Background: an optimization exercise with open tools, aiming at small area, a short achievable clock period and few clock cycles. Do not read the settings as production practice. In this exercise RTL edits were held to simulation tests only and were not proved equivalent to the original. No activity file was given, so power comes from the tool's default toggle rates.

Design pif_core, start of the top module:
module pif_core (
    input  wire         clk,
    input  wire         rst,
    input  wire         host_we,
    input  wire [5:0]   host_addr,
    input  wire [7:0]   host_wdata,
    output wire [7:0]   host_rdata,
    input  wire         start,
    output wire         ready,
    output wire         fault,
    input  wire [127:0] pad,
    output wire         save_en,
    output wire         save_we,
    output wire [7:0]   save_slice,
    output wire [63:0]  save_wdata,
    input  wire [63:0]  save_rdata
);
For scale: roughly 290 I/O pins.
Settings: LEC_CHECK=0, ABC_CLOCK_PERIOD_IN_PS=6000, CAP_MARGIN=20, CORE_MARGIN=2, CORE_UTILIZATION=45, CTS_BUF_LIST=sky130_fd_sc_hd__clkbuf_8, CTS_CLUSTER_SIZE=20, SETUP_SLACK_MARGIN=3.4, SLEW_MARGIN=20, TNS_END_PERCENT=10; clock period 10.0 ns.
run.sh (not shown) runs the stock make flow with config.mk's settings and CLKGATE_MAP_FILE= SYNTH_SCRIPT=/design/flow/synth_recipe.tcl, a recipe that flattens the netlist after the stock synthesis.
Testbench counts at the start, summed over its fixed seeds: cycles 77,003.
Edit:
--- a/flow/design.v
+++ b/flow/design.v
@@ -228,15 +228,15 @@
     reg  [63:0] crc_in;
     integer l;
     always @* begin
         for (l = 0; l < 8; l = l + 1)
             crc_in[8*l +: 8] = ((!cfirst || l >= cms) && (crow != cend || l <= cml))
                                ? memrow[8*l +: 8] : 8'h00;
     end
-    wire [7:0] crc_row, crc_z, crc_zi, crc_zi2;
+    wire [7:0] crc_row, crc_z, crc_zi;
     wire [7:0] crc_y = (st == S_CRC) ? crc_row : crc;
     assign crc_row[0] = ^(crc & 8'h8f) ^ ^(crc_in & 64'h01bfcfebb0cba841);
     assign crc_row[1] = ^(crc & 8'h1e) ^ ^(crc_in & 64'h027e9fd761975183);
     assign crc_row[2] = ^(crc & 8'hb2) ^ ^(crc_in & 64'h0443f14473e50b47);
     assign crc_row[3] = ^(crc & 8'h64) ^ ^(crc_in & 64'h0886e289e6ca178e);
     assign crc_row[4] = ^(crc & 8'hc9) ^ ^(crc_in & 64'h100cc513cd952f1c);
     assign crc_row[5] = ^(crc & 8'h92) ^ ^(crc_in & 64'h20188a279a2b5f38);
@@ -254,22 +254,14 @@
     assign crc_zi[1] = ^(crc_y & 8'hac);
     assign crc_zi[2] = ^(crc_y & 8'h0f);
     assign crc_zi[3] = ^(crc_y & 8'h1f);
     assign crc_zi[4] = ^(crc_y & 8'h3f);
     assign crc_zi[5] = ^(crc_y & 8'h7f);
     assign crc_zi[6] = ^(crc_y & 8'hfe);
     assign crc_zi[7] = ^(crc_y & 8'hab);
-    assign crc_zi2[0] = ^(crc & 8'h62);
-    assign crc_zi2[1] = ^(crc & 8'hc4);
-    assign crc_zi2[2] = ^(crc & 8'hea);
-    assign crc_zi2[3] = ^(crc & 8'hd5);
-    assign crc_zi2[4] = ^(crc & 8'haa);
-    assign crc_zi2[5] = ^(crc & 8'h54);
-    assign crc_zi2[6] = ^(crc & 8'ha9);
-    assign crc_zi2[7] = ^(crc & 8'h31);
     wire [2:0] ct = 3'd7 - cml;     
     wire [63:0] txm;
     genvar gk;
     generate
         for (gk = 0; gk < 8; gk = gk + 1) begin : g_txm
             assign txm[8*gk +: 8] = ({2'b00, sl_r} > gk + 2) ? W[8*gk +: 8] : 8'h00;
         end
@@ -374,23 +366,18 @@
                         ccnt <= ct - 3'd2;
                         st   <= (ct <= 3'd2) ? S_CWR : S_CORR;
                     end else begin
                         crc <= crc_row;
                     end
                 end
                 S_CORR: begin
-                    if (ccnt >= 3'd2) begin
-                        crc  <= crc_zi2;
-                        ccnt <= ccnt - 3'd2;
-                        if (ccnt == 3'd2)
-                            st <= S_CWR;
-                    end else begin
-                        crc <= crc_zi;
-                        st  <= S_CWR;
-                    end
+                    crc  <= crc_zi;
+                    ccnt <= ccnt - 3'd1;
+                    if (ccnt == 3'd1)
+                        st <= S_CWR;
                 end
                 S_CWR, S_SRD: begin
                     wlo   <= wlo + 7'd8;
                     zpend <= 1'b1;
                     st    <= S_FETCH;
                 end
                 S_SRDREQ: st <= S_SRD;
Result:
- via count came out higher by about 1.8%
- final area climbs by 0.56%
- clock-buffer cell count goes down by 2
- sequential cell count does not change
- die area went up by 0.68%
- wire length rose by 5.9%
- synthesized cell count climbs by 1.8%
- setup slack is better by 0.22 ns
- fmax increases by about 3.3%
- clock power fell by 8.3%
Testbench counts after the change, summed over its fixed seeds: cycles 77,234.

==> afterwards: timing with drivers on the ports <==
The results above use ideal ports. As a check the final layouts listed here were re-extracted and re-timed, cells and wires unchanged. Step 1, drivers: a clkbuf_16 drives clk and a buf_2 each remaining input, both assumed. Step 2, shift: input delay + t, output delay - t, t = (earliest + latest rising clock arrival at the registers) / 2. This alone moves slack from input paths to output paths. Slacks: ideal / step 1 / step 2; pairs: ideal / step 1.
| run | t, ns | slack for setup (ns) | latest minus earliest clock arrival (ns) |
|---|---|---|---|
| the first run | 0.849 | 3.055 / 2.950 / 2.434 | 0.096 / 0.096 |
| the second run | 0.874 | 3.280 / 3.202 / 2.511 | 0.048 / 0.048 |
After both steps every run listed still meets setup and hold. For the second run, which loses most, drivers alone change the setup slack by -0.078 ns; drivers and shift together by -0.769 ns.
